What follows belongs to an exercise in optimizing a design on an open flow for small area, a short achievable clock period and few clock cycles; a production flow would make more cautious choices. Only simulation tests tie the RTL to the original design; equivalence was not proved.

==> delta: inputs <==
## mini_aes_core
module mini_aes_core (
    input  wire        clk,
    input  wire        rst,           
    input  wire        bus_we,
    input  wire [9:0]  bus_addr,
    input  wire [15:0] bus_wdata,
    output reg  [15:0] bus_rdata,
    input  wire [15:0] rng            
);
    localparam DEPTH = 32;
    localparam [3:0] ERR_NONE    = 4'd0;
    localparam [3:0] ERR_ALIGN   = 4'd2;
    localparam [3:0] ERR_ILLEGAL = 4'd3;
    localparam [3:0] OP_NOP    = 4'h0, OP_GFMUL  = 4'h1, OP_SUBNIB = 4'h2,
                     OP_ISUB   = 4'h3, OP_SHROWS = 4'h4, OP_MIXCOL = 4'h5,
                     OP_IMIX   = 4'h6, OP_ADDRK  = 4'h7, OP_KEYEXP = 4'h8,
                     OP_ENC    = 4'h9, OP_DEC    = 4'hA, OP_ECBENC = 4'hB,
                     OP_ECBDEC = 4'hC, OP_CBCENC = 4'hD, OP_CBCDEC = 4'hE;
    function [3:0] sbox;
        input [3:0] x;
        reg [15:0] m;
        integer j;
        begin
            for (j = 0; j < 16; j = j + 1) m[j] = (x == j);
            sbox[0] = m[2] | m[3] | m[5] | m[6] | m[8] | m[12] | m[13] | m[15];
            sbox[1] = m[0] | m[4] | m[5] | m[6] | m[8] | m[9] | m[10] | m[15];
            sbox[2] = m[0] | m[1] | m[2] | m[5] | m[10] | m[11] | m[12] | m[15];
  ...
clock: 6.0 ns
lec_check: 0
abc_area: 1
cap_margin: 20
core_margin: 2
core_utilization: 62
setup_slack_margin: 3.8
slew_margin: 20
synth_memory_max_bits: 4096
tns_end_percent: 5
run.sh (not shown) runs the stock make flow with config.mk's settings and CLKGATE_MAP_FILE= SYNTH_SCRIPT=/design/flow/synth_recipe.tcl, a recipe that flattens the netlist after the stock synthesis.
==> inputs of lagoon, as changes to delta <==
Settings changed: CORE_UTILIZATION 62 to 50.
==> flow_summary.ini <==
[outcome]
status = timing/DRC/antenna clean

[layout]
syn2layout_area_growth_pct = 31.23

[critical_path]
r2r_slack_ps = 3050
r2r-end = bus_rdata[0]

[routing]
dr_wl_met3_um = 39070
first_iter_violations = 8848

[pwr]
comb_power_mw = 1.64
ir_worst_vdd_uv = 296.2

[sta]
whs_ps = 471.3
period_needed_ps = 2947

[global_routing]
grt_max_degree = 83
[end of results for lagoon]
==> flow_summary.ini <==
[outcome]
status = timing/DRC/antenna clean

[sta]
period_needed_ps = 3604
whs_ps = 447.0

[routing]
dr_wl_met3_um = 52620
first_iter_violations = 12930

[critical_path]
r2r-end = a_q[6]
r2r_slack_ps = 2460

[layout]
syn2layout_area_growth_pct = 26.86
[end of results for delta]
Testbench counts of delta, summed over its fixed seeds: cycles 14,684.
Testbench counts of lagoon, summed over its fixed seeds: cycles 14,684.


==> inputs of trial 26 <==
Another version of the RTL of mini_aes_core (not shown whole).
Design mini_aes_core, start of the top module:
module mini_aes_core (
    input  wire        clk,
    input  wire        rst,           
    input  wire        bus_we,
    input  wire [9:0]  bus_addr,
    input  wire [15:0] bus_wdata,
    output reg  [15:0] bus_rdata,
    input  wire [15:0] rng            
);
Settings: LEC_CHECK=0, CAP_MARGIN=20, CORE_MARGIN=2, CORE_UTILIZATION=55, SETUP_SLACK_MARGIN=3.8, SLEW_MARGIN=20, SYNTH_MEMORY_MAX_BITS=4096, TNS_END_PERCENT=10; clock period 6.0 ns.
==> build 80 (differences from trial 26) <==
--- a/flow/design.v
+++ b/flow/design.v
@@ -96,10 +96,12 @@
     reg  [15:0] out_w [0:DEPTH-1];
     reg         st_dec;               
     reg         st_run;               
     reg  [5:0]  rd_q;                 
     reg  [4:0]  wo_q;                 
+    reg         ow_q;                 
+    reg  [15:0] res_q;                
     reg  [4:0]  lastw_q;              
     reg  [15:0] ks_q;                 
     reg  [15:0] a_q;                  
     reg         a_v;
     reg  [15:0] r1e_q, r1d_q;         
@@ -192,20 +194,19 @@
         for (k = 0; k < DEPTH; k = k + 1) begin
             in_rd  = in_rd  | (in_w[k]  & {16{(a_sel[k] && !busy_q) || (rd_sel[k] && busy_q)}});
             out_rd = out_rd | (out_w[k] & {16{a_sel[k]}});
         end
     end
-    wire        out_we  = (st_dec && f_ivw) || (v1 && !f_sgl);
+    wire        out_req = (st_dec && f_ivw) || (v1 && !f_sgl);
     wire [31:0] out_sel = 32'd1 << wo_q;
     wire [15:0] st2;
-    wire [15:0] out_val = st_dec ? chain_q : st2;
     genvar g;
     generate
         for (g = 0; g < DEPTH; g = g + 1) begin : g_buf
             always @(posedge clk) begin
                 if (host_wr && rg_in && a_sel[g]) in_w[g] <= bus_wdata;
-                if (out_we && out_sel[g]) out_w[g] <= out_val;
+                if (ow_q && out_sel[g]) out_w[g] <= res_q;
             end
         end
     endgenerate
     wire [15:0] x1 = (a_q & {16{f_am}}) ^ xk_q;
     assign sx1  = sub_nib(x1);
@@ -218,15 +219,16 @@
     wire        w_sub = (wop == OP_SUBNIB) || (wop == OP_ISUB);
     wire [15:0] c_in  = (w_sgl || w_sub) ? din_q : bus_wdata[8] ? rng : iv_q;
     wire fire1  = a_v && (st_run || (st_dec && f_goenc)) && !(f_cbce && v1);
     wire more   = (rd_q != n_rd);
     wire load_a = more && (!a_v || fire1 || (st_dec && f_cbcd));
-    wire last2  = v1 && (f_sgl || (wo_q == lastw_q));
+    wire last2  = f_sgl ? v1 : (ow_q && (wo_q == lastw_q));
     always @(posedge clk) begin
         r1e_q <= e1;
         r1d_q <= d1;
         p1_q  <= chain_q;
+        res_q <= st_dec ? chain_q : st2;
         ks_q <= {kx4, kx5};
         if (!busy_q || load_a) a_q <= in_rd;
     end
     reg [15:0] reg_val;
     always @(*) begin
@@ -269,10 +271,11 @@
             for (i = 0; i < 8; i = i + 1) w_q[i] <= 8'h00;
             st_dec  <= 1'b0;
             st_run  <= 1'b0;
             rd_q    <= 6'd1;
             wo_q    <= 5'd0;
+            ow_q    <= 1'b0;
             lastw_q <= 5'd0;
             a_v     <= 1'b0;
             v1      <= 1'b0;
             chain_q <= 16'h0000;
             xk_q    <= 16'h0000;
@@ -290,10 +293,11 @@
         end else if (!busy_q) begin
             a_v  <= 1'b1;
             v1   <= 1'b0;
             rd_q <= 6'd1;
             wo_q <= 5'd0;
+            ow_q <= 1'b0;
             if (host_wr) begin
                 case (bus_addr)
                     10'h000: begin
                         cmd_q   <= bus_wdata;
                         busy_q  <= 1'b1;
@@ -345,11 +349,12 @@
                 rd_q <= rd_q + 6'd1;
                 if (f_cbcd) chain_q <= a_q;
             end else if (fire1) begin
                 a_v  <= 1'b0;
             end
-            if (out_we) wo_q <= wo_q + 5'd1;
+            ow_q <= out_req;
+            if (ow_q) wo_q <= wo_q + 5'd1;
             v1 <= fire1;
             if (v1) begin
                 if (f_cbce) begin
                     chain_q <= st2;
                     xk_q    <= st2 ^ key_q;
Settings changed: ABC_AREA set to 1, CORE_UTILIZATION 55 to 56, TNS_END_PERCENT 10 to 5.
==> out/qor.csv <==
metric;value;unit
run_status;timing/DRC/antenna clean;
synth_area;0.0626;mm2
avgViaCountPerCell;6.68;
worst_r2r_path_depth;15;
synth_top_cells_by_count;sky130_fd_sc_hd__nand2_1, sky130_fd_sc_hd__edfxtp_1, sky130_fd_sc_hd__inv_1, sky130_fd_sc_hd__nand3_1, sky130_fd_sc_hd__o21ai_0;
synth_top_family_by_area;simple AND/OR/NAND/NOR gates;
hold-worst-slack;0.438;ns
average_footprint_of_a_synthesized_cell;9.46;um2
placed_cell_area;0.0658;mm2
rr_endpoint;bus_rdata[3]$_DFF_P_;
clock_sinks;1348;
[end of results for build 80]
==> out/qor.csv <==
metric;value;unit
avgViaCountPerCell;7.36;
clock_sinks;1331;
finalHoldViolCount;0;
final_std_cell_area_no_fill;0.0778;mm2
run_status;timing/DRC/antenna clean;
synth_top_family_by_area;compound AO/OA/AOI/OAI gates;
grt_setup_unrepaired;yes;
synth_area;0.0596;mm2
placed_cell_area;0.0633;mm2
hold-worst-slack;0.475;ns
average_footprint_of_a_synthesized_cell;12.3;um2
syn_nets;4899;
rr_endpoint;out_w[22][13]$_DFFE_PP_;
[end of results for trial 26]
Testbench counts of trial 26, summed over its fixed seeds: cycles 14,446.
Testbench counts of build 80, summed over its fixed seeds: cycles 14,684.

-- port drivers added, routing unchanged --
No port has a modelled driver above. Below, the same layouts with a new extraction and two added sets of constraints. Step 1, drivers: a clkbuf_16 drives clk and a buf_2 each remaining input, both assumed. Step 2 adds t to the input delays and takes it off the output delays; t is the mean of the earliest and latest rising clock arrival at the registers after step 1. Input paths then give back, and output paths get back, about the clock's delay inside the block. a / b / c = ideal ports / drivers / drivers and shift; a / b = the first two.
run	t (ns)	setup WS [ns]	worst hold slack (ns)	worst setup path after step 2	clock arrival spread, ns
delta	0.873	2.396 / 2.375 / 1.502	0.447 / 0.447 / 0.447	input to register	0.054 / 0.054
lagoon	0.887	3.053 / 3.053 / 2.215	0.471 / 0.471 / 0.471	input to register	0.072 / 0.072
trial 26	0.850	2.816 / 2.759 / 1.909	0.475 / 0.475 / 0.475	input to register	0.046 / 0.046
build 80	0.853	2.931 / 2.940 / 2.088	0.438 / 0.438 / 0.438	input to register	0.067 / 0.067
After both steps setup and hold are still met in every run listed. The setup slack of trial 26, which loses most, moves by -0.057 ns with the drivers and by -0.907 ns with both steps.
